What follows belongs to an exercise in optimizing a design on an open flow for small area, a short achievable clock period and few clock cycles; a production flow would make more cautious choices.
Where RTL was checked, it was by simulation tests only, not by an equivalence proof against the original.
Power figures rest on the tool's default switching activity, not on a simulated workload.

==> run a: inputs <==
==> flow/design.v <==
module frame_codec (
    input  wire        clk,
    input  wire        rst,           
    input  wire        enc_start,
    input  wire        enc_abort,
    input  wire        enc_ext,
    input  wire        enc_dir,       
    input  wire [7:0]  enc_nt,
    input  wire [7:0]  enc_id,
    input  wire [7:0]  enc_attr,
    input  wire [7:0]  enc_opcode,
    input  wire [15:0] enc_pl_len,
    output wire [15:0] pl_addr,       
    input  wire [7:0]  pl_rdata,
    output wire        tx_valid,      
    output wire [7:0]  tx_data,
    input  wire        tx_ready,
    output wire [1:0]  enc_st,
    output wire [1:0]  enc_err,
    output wire [2:0]  enc_cause,
    output wire [15:0] enc_check,
    input  wire        dec_start,
    input  wire        dec_abort,
    input  wire        dec_dir,
    input  wire        rx_valid,      
    input  wire [7:0]  rx_data,
    output wire        rx_ready,
    output wire        dpl_we,        
    output wire [15:0] dpl_waddr,
    output wire [7:0]  dpl_wdata,
    output wire [1:0]  dec_st,
    output wire [1:0]  dec_err,
    output wire [2:0]  dec_cause,
    output reg  [7:0]  dec_nt,
    output reg         dec_ext,
    output reg  [7:0]  dec_id,
    output reg  [7:0]  dec_attr,
    output reg  [7:0]  dec_opcode,
    output wire [15:0] dec_pl_len,
    output wire [15:0] dec_check
);
    localparam [7:0] FRAME_START = 8'h10, FRAME_END = 8'h16, EXT_MARK = 8'h90;
    function automatic [15:0] crc_step(input [15:0] crc, input [7:0] b);
        integer i;
        reg [15:0] c;
        begin
            c = crc ^ {b, 8'h00};
            for (i = 0; i < 8; i = i + 1)
                c = c[15] ? ((c << 1) ^ 16'h1021) : (c << 1);
            crc_step = c;
        end
    endfunction
    function automatic [3:0] legacy_len(input dir, input [7:0] opc);
        begin
            case ({dir, opc})
                {1'b0, 8'h3F}: legacy_len = {1'b1, 3'd4};    
                {1'b1, 8'h3F}: legacy_len = {1'b1, 3'd3};    
                {1'b1, 8'h21}: legacy_len = {1'b1, 3'd1};    
                default:       legacy_len = {1'b0, 3'd0};
            endcase
        end
    endfunction
    localparam [1:0] ST_IDLE = 2'd0, ST_BUSY = 2'd1, ST_DONE = 2'd2, ST_FAULT = 2'd3;
    localparam N_NT = 0, N_MARK = 1, N_ID = 2, N_ATTR = 3, N_LENLO = 4, N_LENHI = 5,
               N_OPC = 6, N_PAY = 7, N_CHK1 = 8, N_CHK2 = 9, N_END = 10;
    reg [1:0]  e_st;
    reg [1:0]  e_cause;
    reg [10:0] e_n;
    reg        e_ext;
    reg [7:0]  e_nt, e_id, e_attr, e_opcode;
    reg [15:0] e_len;         
    reg [15:0] e_p;           
    reg [15:0] e_crc;         
    reg [7:0]  e_o;           
    reg        e_ov;          
    reg        e_og;          
    reg [7:0]  e_s;           
    reg        e_sv;
    reg        e_rv;          
    wire [3:0]  e_tab   = legacy_len(enc_dir, enc_opcode);
    wire        e_c1    = !enc_ext && enc_opcode == EXT_MARK;
    wire        e_c2    = !enc_ext && !e_tab[3];
    wire        e_c3    = enc_ext ? (enc_pl_len == 16'hFFFF) : (enc_pl_len != {13'd0, e_tab[2:0]});
    wire [1:0]  e_ncause = e_c1 ? 2'd1 : e_c2 ? 2'd2 : e_c3 ? 2'd3 : 2'd0;
    wire        e_fire  = e_ov && tx_ready;
    wire        e_free  = !e_ov || tx_ready;
    wire        e_pend  = e_sv || e_rv;
    wire        e_more  = e_p != e_len;
    wire        e_ldpay = e_free && e_n[N_PAY];
    wire        e_iss   = e_more && !(e_pend && !e_ldpay);
    wire [15:0] e_pinc  = e_p + 16'd1;
    wire [15:0] e_crcs  = crc_step(e_crc, e_o);
    wire [7:0]  e_sum   = e_crc[7:0] - e_o;
    wire [15:0] e_crcn  = e_ext ? e_crcs : {e_crc[15:8], e_sum};
    wire        e_topay = e_pend || e_more;       
    wire [7:0]  e_src =
        ({8{e_n[N_NT]}}    & e_nt) |
        ({8{e_n[N_MARK]}}  & (e_ext ? EXT_MARK : e_opcode)) |
        ({8{e_n[N_ID]}}    & e_id) |
        ({8{e_n[N_ATTR]}}  & e_attr) |
        ({8{e_n[N_LENLO]}} & e_pinc[7:0]) |
        ({8{e_n[N_LENHI]}} & e_pinc[15:8]) |
        ({8{e_n[N_OPC]}}   & e_opcode) |
        ({8{e_n[N_PAY]}}   & (e_sv ? e_s : pl_rdata)) |
        ({8{e_n[N_CHK1]}}  & (e_ext ? e_crcn[15:8] : e_crcn[7:0])) |
        ({8{e_n[N_CHK2]}}  & (e_ext ? e_crc[7:0] : FRAME_END));
    wire        e_srcv = !e_n[N_END] && (!e_n[N_PAY] || e_pend);
    wire [10:0] e_nn;
    assign e_nn[N_NT]    = 1'b0;
    assign e_nn[N_MARK]  = e_n[N_NT];
    assign e_nn[N_ID]    = e_n[N_MARK] && e_ext;
    assign e_nn[N_ATTR]  = e_n[N_ID];
    assign e_nn[N_LENLO] = e_n[N_ATTR];
    assign e_nn[N_LENHI] = e_n[N_LENLO];
    assign e_nn[N_OPC]   = e_n[N_LENHI];
    assign e_nn[N_PAY]   = ((e_n[N_MARK] && !e_ext) || e_n[N_OPC]) ? e_topay : (e_n[N_PAY] && e_more);
    assign e_nn[N_CHK1]  = ((e_n[N_MARK] && !e_ext) || e_n[N_OPC]) ? !e_topay : (e_n[N_PAY] && !e_more);
    assign e_nn[N_CHK2]  = e_n[N_CHK1];
    assign e_nn[N_END]   = e_n[N_CHK2];
    assign enc_st    = e_st;
    assign enc_err   = {1'b0, e_cause != 2'd0};
    assign enc_cause = {1'b0, e_cause};
    assign enc_check = e_crc;
    assign pl_addr   = e_p;
    assign tx_valid  = e_ov;
    assign tx_data   = e_o;
    always @(posedge clk) begin
        if (rst || enc_abort) begin
            e_st    <= ST_IDLE;
            e_cause <= 2'd0;
            e_ov    <= 1'b0;
        end else if (e_st != ST_BUSY) begin
            if (enc_start) begin
                e_cause <= e_ncause;
                e_st    <= (e_ncause != 2'd0) ? ST_FAULT : ST_BUSY;
                e_ov    <= e_ncause == 2'd0;
            end
        end else if (e_fire && e_n[N_END]) begin
            e_st <= ST_DONE;
            e_ov <= 1'b0;
        end else if (e_free)
            e_ov <= e_srcv;
    end
    always @(posedge clk) begin
        if (e_st != ST_BUSY) begin
            if (enc_start) begin
                e_ext    <= enc_ext;
                e_nt     <= enc_nt;
                e_id     <= enc_id;
                e_attr   <= enc_attr;
                e_opcode <= enc_opcode;
                e_len    <= enc_pl_len;
                e_p      <= enc_pl_len;
                e_o      <= FRAME_START;
                e_og     <= 1'b0;
                e_n      <= 11'd1 << N_NT;
                e_crc    <= {8'd0, {8{!enc_ext}}};
                e_sv     <= 1'b0;
                e_rv     <= 1'b0;
            end
        end else begin
            if (e_fire && e_og) e_crc <= e_crcn;
            if (e_free) begin
                e_o  <= e_src;
                e_og <= |e_n[N_PAY:N_NT];
                if (e_srcv) e_n <= e_nn;
            end
            e_rv <= e_iss;
            if (e_sv ? !e_ldpay : (e_rv && !e_ldpay)) begin
                if (!e_sv) e_s <= pl_rdata;
                e_sv <= 1'b1;
            end else
                e_sv <= 1'b0;
            if (e_free && ((e_n[N_NT] && !e_ext) || e_n[N_LENHI]))
                e_p <= 16'd0;
            else if (e_iss)
                e_p <= e_pinc;
        end
    end
    localparam [3:0] D_HUNT = 4'd0, D_NT = 4'd1, D_OPC = 4'd2, D_XID = 4'd3, D_XATTR = 4'd4,
                     D_XLO = 4'd5, D_XHI = 4'd6, D_XOPC = 4'd7, D_PAY = 4'd8,
                     D_CK1 = 4'd9, D_CK2 = 4'd10;
    reg [1:0]  d_st;
    reg        d_rx;          
    reg [3:0]  d_pos;
    reg [7:0]  d_b;           
    reg        f_nt;          
    reg        f_step;        
    reg        f_lopc;        
    reg        f_lpay;        
    reg        f_we;          
    reg        f_ck1, f_ck2;  
    reg        d_dir;
    reg [15:0] d_crc;         
    reg        d_bad;
    reg [15:0] d_cnt;         
    reg [15:0] d_rem;         
    reg [2:0]  d_cause;
    wire        d_take  = d_rx && rx_valid;
    wire [7:0]  rb      = rx_data;
    wire        rb_mark = rb == EXT_MARK;
    wire [3:0]  d_tab   = legacy_len(d_dir, rb);
    wire        d_last  = d_rem == 16'd1;
    wire [15:0] d_crcs  = crc_step(f_nt ? 16'd0 : d_crc, d_b);
    wire [7:0]  d_sum   = (f_lopc ? dec_nt : d_crc[7:0]) + d_b;
    assign dec_st     = d_st;
    assign dec_err    = {d_cause[2], d_cause[1:0] != 2'd0 && !d_cause[2]};
    assign dec_cause  = d_cause;
    assign rx_ready   = d_rx;
    assign dpl_we     = f_we;
    assign dpl_waddr  = d_cnt;
    assign dpl_wdata  = d_b;
    assign dec_pl_len = d_cnt;
    assign dec_check  = d_crc;
    always @(posedge clk) d_b <= rb;
    always @(posedge clk) begin
        if (rst || dec_abort) begin
            d_st    <= ST_IDLE;
            d_rx    <= 1'b0;
            d_cause <= 3'd0;
            f_we    <= 1'b0;
            f_ck2   <= 1'b0;
        end else begin
            f_we  <= d_take && d_pos == D_PAY;
            f_ck2 <= d_take && d_pos == D_CK2;
            if (d_st != ST_BUSY) begin
                if (dec_start) begin
                    d_cause <= 3'd0;
                    d_st    <= ST_BUSY;
                    d_rx    <= 1'b1;
                end
            end else if (d_take) begin
                case (d_pos)
                    D_OPC: if (!rb_mark && !d_tab[3]) begin
                        d_cause <= 3'd4; d_st <= ST_FAULT; d_rx <= 1'b0;
                    end
                    D_XHI: if (rb == 8'd0 && d_rem[7:0] == 8'd0) begin
                        d_cause <= 3'd5; d_st <= ST_FAULT; d_rx <= 1'b0;
                    end
                    D_CK2: d_rx <= 1'b0;      
                    default: ;
                endcase
            end
            if (f_ck2) begin
                if (dec_ext) begin
                    if (d_bad || d_b != d_crc[7:0]) begin
                        d_cause <= 3'd3; d_st <= ST_FAULT;
                    end else
                        d_st <= ST_DONE;
                end else if (d_bad) begin
                    d_cause <= 3'd1; d_st <= ST_FAULT;
                end else if (d_b != FRAME_END) begin
                    d_cause <= 3'd2; d_st <= ST_FAULT;
                end else
                    d_st <= ST_DONE;
            end
        end
    end
    always @(posedge clk) begin
        f_nt   <= d_take && d_pos == D_NT;
        f_step <= d_take && (d_pos == D_NT || (d_pos == D_OPC && rb_mark) ||
                             (d_pos >= D_XID && d_pos <= D_XOPC) || (d_pos == D_PAY && dec_ext));
        f_lopc <= d_take && d_pos == D_OPC && !rb_mark;
        f_lpay <= d_take && d_pos == D_PAY && !dec_ext;
        f_ck1  <= d_take && d_pos == D_CK1;
        if (d_st != ST_BUSY) begin
            if (dec_start) begin
                d_dir <= dec_dir;
                d_pos <= D_HUNT;
            end
        end else if (d_take) begin
            case (d_pos)
                D_HUNT: if (rb == FRAME_START) d_pos <= D_NT;
                D_NT: begin
                    dec_nt   <= rb;
                    dec_id   <= 8'd0;       
                    dec_attr <= 8'd0;
                    d_pos    <= D_OPC;
                end
                D_OPC: begin                
                    dec_ext    <= rb_mark;
                    dec_opcode <= rb;
                    d_rem      <= {13'd0, d_tab[2:0]};
                    d_pos      <= rb_mark ? D_XID : D_PAY;
                end
                D_XID: begin
                    dec_id <= rb;
                    d_pos  <= D_XATTR;
                end
                D_XATTR: begin
                    dec_attr <= rb;
                    d_pos    <= D_XLO;
                end
                D_XLO: begin
                    d_rem[7:0] <= rb;
                    d_pos      <= D_XHI;
                end
                D_XHI: begin
                    d_rem[15:8] <= rb;
                    d_pos       <= D_XOPC;
                end
                D_XOPC, D_PAY: begin
                    if (d_pos == D_XOPC) dec_opcode <= rb;
                    d_rem <= d_rem - 16'd1;
                    d_pos <= d_last ? D_CK1 : D_PAY;
                end
                D_CK1:   d_pos <= D_CK2;
                default: ;
            endcase
        end
        if (f_step) d_crc <= d_crcs;
        if (f_lopc || f_lpay) d_crc[7:0] <= d_sum;
        if (f_we) d_cnt <= d_cnt + 16'd1;
        if (d_st != ST_BUSY && dec_start) d_cnt <= 16'd0;
        if (f_ck1) begin
            if (dec_ext) begin
                d_bad       <= d_b != d_crc[15:8];
                d_crc[15:8] <= d_b;
            end else begin
                d_bad <= d_b != ~d_crc[7:0];
                d_crc <= {8'd0, d_b};
            end
        end
        if (f_ck2 && dec_ext) d_crc[7:0] <= d_b;
    end
endmodule
==> flow/flow/run.sh <==
#!/bin/bash
# The standard layout, with every port buffered by a plain buffer (buf_1) instead of the
# delay buffer buffer_ports picks by default (repair upsizes it where timing needs), and
# clock tree synthesis without the dummy loads it adds for balancing.
set -euo pipefail
export BUFFER_PORTS_ARGS="-buffer_cell sky130_fd_sc_hd__buf_1"
export CTS_ARGS="-sink_clustering_enable -repair_clock_nets -sink_clustering_size 20 -sink_clustering_max_diameter 100 -dont_use_dummy_load"
bash standard.sh finish > standard.log 2>&1
==> flow/standard.sh <==
#!/bin/bash
# synth_recipe.tcl (not shown) runs the flow's synth.tcl, then flattens the netlist and writes it again
# the make line also repeats each setting of config.mk as NAME=value (left out here)
make -C /OpenROAD-flow-scripts/flow DESIGN_CONFIG=/design/flow/config.mk WORK_HOME=/design/flow/orfs CLKGATE_MAP_FILE= SYNTH_SCRIPT=/design/flow/synth_recipe.tcl "${@:-finish}"
==> flow/config.mk <==
export PLATFORM = sky130hd
export DESIGN_NAME = frame_codec
export DESIGN_NICKNAME = frame_codec
export VERILOG_FILES = /design/flow/design.v
export SDC_FILE = /design/flow/constraint.sdc
export NUM_CORES = 4
export LEC_CHECK = 0
export CAP_MARGIN = 20
export CORE_MARGIN = 2
export CORE_UTILIZATION = 55
export CTS_CLUSTER_DIAMETER = 100
export CTS_CLUSTER_SIZE = 20
export SETUP_SLACK_MARGIN = 3.6
export SLEW_MARGIN = 20
==> flow/constraint.sdc <==
create_clock -name core_clock -period 6.0 [get_ports {clk}]
set_input_delay 1.2000 -clock core_clock [delete_from_list [all_inputs] [get_ports {clk}]]
set_output_delay 1.2000 -clock core_clock [all_outputs]
set_load 0.01 [all_outputs]
==> run b: changes against run a <==
==> flow/design.v, changed modules only <==
module frame_codec (
    input  wire        clk,
    input  wire        rst,           
    input  wire        enc_start,
    input  wire        enc_abort,
    input  wire        enc_ext,
    input  wire        enc_dir,       
    input  wire [7:0]  enc_nt,
    input  wire [7:0]  enc_id,
    input  wire [7:0]  enc_attr,
    input  wire [7:0]  enc_opcode,
    input  wire [15:0] enc_pl_len,
    output wire [15:0] pl_addr,       
    input  wire [7:0]  pl_rdata,
    output wire        tx_valid,      
    output wire [7:0]  tx_data,
    input  wire        tx_ready,
    output wire [1:0]  enc_st,
    output wire [1:0]  enc_err,
    output wire [2:0]  enc_cause,
    output wire [15:0] enc_check,
    input  wire        dec_start,
    input  wire        dec_abort,
    input  wire        dec_dir,
    input  wire        rx_valid,      
    input  wire [7:0]  rx_data,
    output wire        rx_ready,
    output wire        dpl_we,        
    output wire [15:0] dpl_waddr,
    output wire [7:0]  dpl_wdata,
    output wire [1:0]  dec_st,
    output wire [1:0]  dec_err,
    output wire [2:0]  dec_cause,
    output reg  [7:0]  dec_nt,
    output reg         dec_ext,
    output reg  [7:0]  dec_id,
    output reg  [7:0]  dec_attr,
    output reg  [7:0]  dec_opcode,
    output wire [15:0] dec_pl_len,
    output wire [15:0] dec_check
);
    localparam [7:0] FRAME_START = 8'h10, FRAME_END = 8'h16, EXT_MARK = 8'h90;
    function automatic [15:0] crc_step(input [15:0] crc, input [7:0] b);
        integer i;
        reg [15:0] c;
        begin
            c = crc ^ {b, 8'h00};
            for (i = 0; i < 8; i = i + 1)
                c = c[15] ? ((c << 1) ^ 16'h1021) : (c << 1);
            crc_step = c;
        end
    endfunction
    function automatic [3:0] legacy_len(input dir, input [7:0] opc);
        begin
            case ({dir, opc})
                {1'b0, 8'h3F}: legacy_len = {1'b1, 3'd4};    
                {1'b1, 8'h3F}: legacy_len = {1'b1, 3'd3};    
                {1'b1, 8'h21}: legacy_len = {1'b1, 3'd1};    
                default:       legacy_len = {1'b0, 3'd0};
            endcase
        end
    endfunction
    localparam [1:0] ST_IDLE = 2'd0, ST_BUSY = 2'd1, ST_DONE = 2'd2, ST_FAULT = 2'd3;
    localparam [3:0] N_NT = 4'd1, N_MARK = 4'd2, N_ID = 4'd3, N_ATTR = 4'd4, N_LENLO = 4'd5,
                     N_LENHI = 4'd6, N_OPC = 4'd7, N_PAY = 4'd8, N_CHK1 = 4'd9,
                     N_CHK2 = 4'd10, N_END = 4'd11;
    reg [1:0]  e_st;
    reg [1:0]  e_cause;
    reg        e_err;
    reg [3:0]  e_n;
    reg        e_ext;
    reg [7:0]  e_nt, e_id, e_attr, e_opcode;
    reg [15:0] e_len;         
    reg [15:0] e_p;           
    reg [15:0] e_crc;         
    reg [7:0]  e_o;           
    reg        e_ov;          
    reg        e_og;          
    reg [7:0]  e_s;           
    reg        e_sv;
    reg        e_rv;          
    wire [3:0]  e_tab   = legacy_len(enc_dir, enc_opcode);
    wire        e_c1    = !enc_ext && enc_opcode == EXT_MARK;
    wire        e_c2    = !enc_ext && !e_tab[3];
    wire        e_c3    = enc_ext ? (enc_pl_len == 16'hFFFF) : (enc_pl_len != {13'd0, e_tab[2:0]});
    wire [1:0]  e_ncause = e_c1 ? 2'd1 : e_c2 ? 2'd2 : e_c3 ? 2'd3 : 2'd0;
    wire        e_fire  = e_ov && tx_ready;
    wire        e_free  = !e_ov || tx_ready;
    wire        e_pend  = e_sv || e_rv;
    wire        e_more  = e_p != e_len;
    wire        e_ldpay = e_free && e_n == N_PAY;
    wire        e_iss   = e_more && !(e_pend && !e_ldpay);
    wire [15:0] e_pinc  = e_p + 16'd1;
    wire [15:0] e_crcs  = crc_step(e_crc, e_o);
    wire [7:0]  e_sum   = e_crc[7:0] - e_o;
    wire [15:0] e_crcn  = e_ext ? e_crcs : {e_crc[15:8], e_sum};
    reg  [7:0]  e_src;
    reg         e_srcv;
    reg  [3:0]  e_nn;
    always @(*) begin
        e_src  = 8'h00;
        e_srcv = 1'b1;
        e_nn   = e_n + 4'd1;
        case (e_n)
            N_NT:    e_src = e_nt;
            N_MARK:  begin
                e_src = e_ext ? EXT_MARK : e_opcode;
                if (!e_ext) e_nn = (e_pend || e_more) ? N_PAY : N_CHK1;
            end
            N_ID:    e_src = e_id;
            N_ATTR:  e_src = e_attr;
            N_LENLO: e_src = e_pinc[7:0];
            N_LENHI: e_src = e_pinc[15:8];
            N_OPC:   begin
                e_src = e_opcode;
                e_nn  = (e_pend || e_more) ? N_PAY : N_CHK1;
            end
            N_PAY:   begin
                e_src  = e_sv ? e_s : pl_rdata;
                e_srcv = e_pend;
                e_nn   = (e_pend && !e_more) ? N_CHK1 : N_PAY;
            end
            N_CHK1:  e_src = e_ext ? e_crcn[15:8] : e_crcn[7:0];
            N_CHK2:  e_src = e_ext ? e_crc[7:0] : FRAME_END;
            default: begin e_srcv = 1'b0; e_nn = e_n; end
        endcase
    end
    assign enc_st    = e_st;
    assign enc_err   = {1'b0, e_err};
    assign enc_cause = {1'b0, e_cause};
    assign enc_check = e_crc;
    assign pl_addr   = e_p;
    assign tx_valid  = e_ov;
    assign tx_data   = e_o;
    always @(posedge clk) begin
        if (rst || enc_abort) begin
            e_st    <= ST_IDLE;
            e_cause <= 2'd0;
            e_err   <= 1'b0;
            e_ov    <= 1'b0;
        end else if (e_st != ST_BUSY) begin
            if (enc_start) begin
                e_cause <= e_ncause;
                e_err   <= e_ncause != 2'd0;
                e_st    <= (e_ncause != 2'd0) ? ST_FAULT : ST_BUSY;
                e_ov    <= e_ncause == 2'd0;
            end
        end else if (e_fire && e_n == N_END) begin
            e_st <= ST_DONE;
            e_ov <= 1'b0;
        end else if (e_free)
            e_ov <= e_srcv;
    end
    always @(posedge clk) begin
        if (e_st != ST_BUSY) begin
            if (enc_start) begin
                e_ext    <= enc_ext;
                e_nt     <= enc_nt;
                e_id     <= enc_id;
                e_attr   <= enc_attr;
                e_opcode <= enc_opcode;
                e_len    <= enc_pl_len;
                e_p      <= enc_pl_len;
                e_o      <= FRAME_START;
                e_og     <= 1'b0;
                e_n      <= N_NT;
                e_crc    <= {8'd0, {8{!enc_ext}}};
                e_sv     <= 1'b0;
                e_rv     <= 1'b0;
            end
        end else begin
            if (e_fire && e_og) e_crc <= e_crcn;
            if (e_free) begin
                e_o  <= e_src;
                e_og <= e_n <= N_PAY;
                if (e_srcv) e_n <= e_nn;
            end
            e_rv <= e_iss;
            if (e_sv ? !e_ldpay : (e_rv && !e_ldpay)) begin
                if (!e_sv) e_s <= pl_rdata;
                e_sv <= 1'b1;
            end else
                e_sv <= 1'b0;
            if (e_free && ((e_n == N_NT && !e_ext) || e_n == N_LENHI))
                e_p <= 16'd0;
            else if (e_iss)
                e_p <= e_pinc;
        end
    end
    localparam [3:0] D_HUNT = 4'd0, D_NT = 4'd1, D_OPC = 4'd2, D_XID = 4'd3, D_XATTR = 4'd4,
                     D_XLO = 4'd5, D_XHI = 4'd6, D_XOPC = 4'd7, D_PAY = 4'd8,
                     D_CK1 = 4'd9, D_CK2 = 4'd10;
    reg [1:0]  d_st;
    reg        d_rx;          
    reg [3:0]  d_pos;
    reg [7:0]  d_b;           
    reg        f_nt;          
    reg        f_step;        
    reg        f_lopc;        
    reg        f_lpay;        
    reg        f_we;          
    reg        f_ck1, f_ck2;  
    reg        d_dir;
    reg [15:0] d_crc;         
    reg        d_bad;
    reg [15:0] d_cnt;         
    reg [15:0] d_rem;         
    reg [2:0]  d_cause;
    reg [1:0]  d_err;
    wire        d_take  = d_rx && rx_valid;
    wire [7:0]  rb      = rx_data;
    wire        rb_mark = rb == EXT_MARK;
    wire [3:0]  d_tab   = legacy_len(d_dir, rb);
    wire        d_last  = d_rem == 16'd1;
    wire [15:0] d_crcs  = crc_step(f_nt ? 16'd0 : d_crc, d_b);
    wire [7:0]  d_sum   = (f_lopc ? dec_nt : d_crc[7:0]) + d_b;
    assign dec_st     = d_st;
    assign dec_err    = d_err;
    assign dec_cause  = d_cause;
    assign rx_ready   = d_rx;
    assign dpl_we     = f_we;
    assign dpl_waddr  = d_cnt;
    assign dpl_wdata  = d_b;
    assign dec_pl_len = d_cnt;
    assign dec_check  = d_crc;
    always @(posedge clk) d_b <= rb;
    always @(posedge clk) begin
        if (rst || dec_abort) begin
            d_st    <= ST_IDLE;
            d_rx    <= 1'b0;
            d_cause <= 3'd0;
            d_err   <= 2'd0;
            f_we    <= 1'b0;
            f_ck2   <= 1'b0;
        end else begin
            f_we  <= d_take && d_pos == D_PAY;
            f_ck2 <= d_take && d_pos == D_CK2;
            if (d_st != ST_BUSY) begin
                if (dec_start) begin
                    d_cause <= 3'd0;
                    d_err   <= 2'd0;
                    d_st    <= ST_BUSY;
                    d_rx    <= 1'b1;
                end
            end else if (d_take) begin
                case (d_pos)
                    D_OPC: if (!rb_mark && !d_tab[3]) begin
                        d_cause <= 3'd4; d_err <= 2'd2; d_st <= ST_FAULT; d_rx <= 1'b0;
                    end
                    D_XHI: if (rb == 8'd0 && d_rem[7:0] == 8'd0) begin
                        d_cause <= 3'd5; d_err <= 2'd2; d_st <= ST_FAULT; d_rx <= 1'b0;
                    end
                    D_CK2: d_rx <= 1'b0;      
                    default: ;
                endcase
            end
            if (f_ck2) begin
                if (dec_ext) begin
                    if (d_bad || d_b != d_crc[7:0]) begin
                        d_cause <= 3'd3; d_err <= 2'd1; d_st <= ST_FAULT;
                    end else
                        d_st <= ST_DONE;
                end else if (d_bad) begin
                    d_cause <= 3'd1; d_err <= 2'd1; d_st <= ST_FAULT;
                end else if (d_b != FRAME_END) begin
                    d_cause <= 3'd2; d_err <= 2'd1; d_st <= ST_FAULT;
                end else
                    d_st <= ST_DONE;
            end
        end
    end
    always @(posedge clk) begin
        f_nt   <= d_take && d_pos == D_NT;
        f_step <= d_take && (d_pos == D_NT || (d_pos == D_OPC && rb_mark) ||
                             (d_pos >= D_XID && d_pos <= D_XOPC) || (d_pos == D_PAY && dec_ext));
        f_lopc <= d_take && d_pos == D_OPC && !rb_mark;
        f_lpay <= d_take && d_pos == D_PAY && !dec_ext;
        f_ck1  <= d_take && d_pos == D_CK1;
        if (d_st != ST_BUSY) begin
            if (dec_start) begin
                d_dir <= dec_dir;
                d_pos <= D_HUNT;
            end
        end else if (d_take) begin
            case (d_pos)
                D_HUNT: if (rb == FRAME_START) d_pos <= D_NT;
                D_NT: begin
                    dec_nt <= rb;
                    d_pos  <= D_OPC;
                end
                D_OPC: begin
                    dec_ext <= rb_mark;
                    if (rb_mark)
                        d_pos <= D_XID;
                    else begin
                        dec_opcode <= rb;
                        dec_id     <= 8'd0;
                        dec_attr   <= 8'd0;
                        d_rem      <= {13'd0, d_tab[2:0]};
                        d_pos      <= D_PAY;
                    end
                end
                D_XID: begin
                    dec_id <= rb;
                    d_pos  <= D_XATTR;
                end
                D_XATTR: begin
                    dec_attr <= rb;
                    d_pos    <= D_XLO;
                end
                D_XLO: begin
                    d_rem[7:0] <= rb;
                    d_pos      <= D_XHI;
                end
                D_XHI: begin
                    d_rem[15:8] <= rb;
                    d_pos       <= D_XOPC;
                end
                D_XOPC, D_PAY: begin
                    if (d_pos == D_XOPC) dec_opcode <= rb;
                    d_rem <= d_rem - 16'd1;
                    d_pos <= d_last ? D_CK1 : D_PAY;
                end
                D_CK1:   d_pos <= D_CK2;
                default: ;
            endcase
        end
        if (f_step) d_crc <= d_crcs;
        if (f_lopc || f_lpay) d_crc[7:0] <= d_sum;
        if (f_we) d_cnt <= d_cnt + 16'd1;
        if (d_st != ST_BUSY && dec_start) d_cnt <= 16'd0;
        if (f_ck1) begin
            if (dec_ext) begin
                d_bad       <= d_b != d_crc[15:8];
                d_crc[15:8] <= d_b;
            end else begin
                d_bad <= d_b != ~d_crc[7:0];
                d_crc <= {8'd0, d_b};
            end
        end
        if (f_ck2 && dec_ext) d_crc[7:0] <= d_b;
    end
endmodule
==> flow/flow/run.sh (replaced) <==
#!/bin/bash
# The standard layout, with every port buffered by a plain buffer (buf_1) instead of the
# delay buffer buffer_ports picks by default; repair upsizes it where timing needs.
set -euo pipefail
export BUFFER_PORTS_ARGS="-buffer_cell sky130_fd_sc_hd__buf_1"
bash standard.sh finish > standard.log 2>&1
--- a/flow/config.mk
+++ b/flow/config.mk
@@ -10,5 +10,6 @@
 export CORE_UTILIZATION = 55
 export CTS_CLUSTER_DIAMETER = 100
 export CTS_CLUSTER_SIZE = 20
-export SETUP_SLACK_MARGIN = 3.6
+export GPL_TIMING_DRIVEN = 1
+export SETUP_SLACK_MARGIN = 3.5
 export SLEW_MARGIN = 20
==> comparison table <==
                                                                            run a       run b
Run status                                               timing/DRC/antenna clean  timing/DRC/antenna clean
Footprint of the multi-input gates                                       5580 µm²    5690 µm²
Area grow syn2layout                                                        17.3%       14.2%
Core outline area                                                      21,100 µm²  21,600 µm²
Power per unit of standard cell area                                   269 nW/µm²  267 nW/µm²
Antenna violations before repair                                                1           2
Fraction of met1 tracks used by global routing                              0.373       0.379
Setup fix buffers added after clock tree synthesis                             23          10
CTS-repair resized insts                                                       43          30
Routed metal-1 wirelength                                               13,600 µm   14,000 µm
Slew Limit Headroom                                                         0.297       0.530
Tot Pwr                                                                   3740 µW     3660 µW
Depth of the critical timing path with buffers and inverters included           2           3
FF-to-FF End                                                            d_rem[15]      e_o[0]
Floorplan die height                                                       151 µm      152 µm
Post-Syn Area per Cell                                                   10.6 µm²    10.3 µm²
Total routing resource utilization after global routing                     0.282       0.293
Worst setup skew after layout                                           0.0543 ns   0.0312 ns
Tapcell Cnt                                                                   275         280
Testbench counts of run b, summed over its fixed seeds: cycles 60,163.
The RTL of run a was laid out without a check of its function.

re-timing with driven ports:
The results above use ideal ports. As a check the final layouts listed here were re-extracted and re-timed, cells and wires unchanged.
Step 1 sets driving cells, clkbuf_16 on the clock port and buf_2 on the other inputs (assumed; they add their load-dependent delay and slew).
Step 2 adds t to the input delays and takes it off the output delays; t is the mean of the earliest and latest rising clock arrival at the registers after step 1. Input paths then give back, and output paths get back, about the clock's delay inside the block.
Slacks: ideal / step 1 / step 2; pairs: ideal / step 1.
| run | shift t [ns] | setup WS [ns] | hold WS [ns] | worst register clock-pin slew, ns | pins driven straight from the clock port |
|---|---|---|---|---|---|
| run a | 0.528 | 3.542 / 3.494 / 3.181 | 0.536 / 0.536 / 0.536 | 0.10 / 0.10 | 1 |
| run b | 0.518 | 3.500 / 3.448 / 3.095 | 0.487 / 0.487 / 0.487 | 0.09 / 0.09 | 1 |
After both steps setup and hold are still met in every run listed. For run b, which loses most, drivers alone change the setup slack by -0.052 ns; drivers and shift together by -0.405 ns.
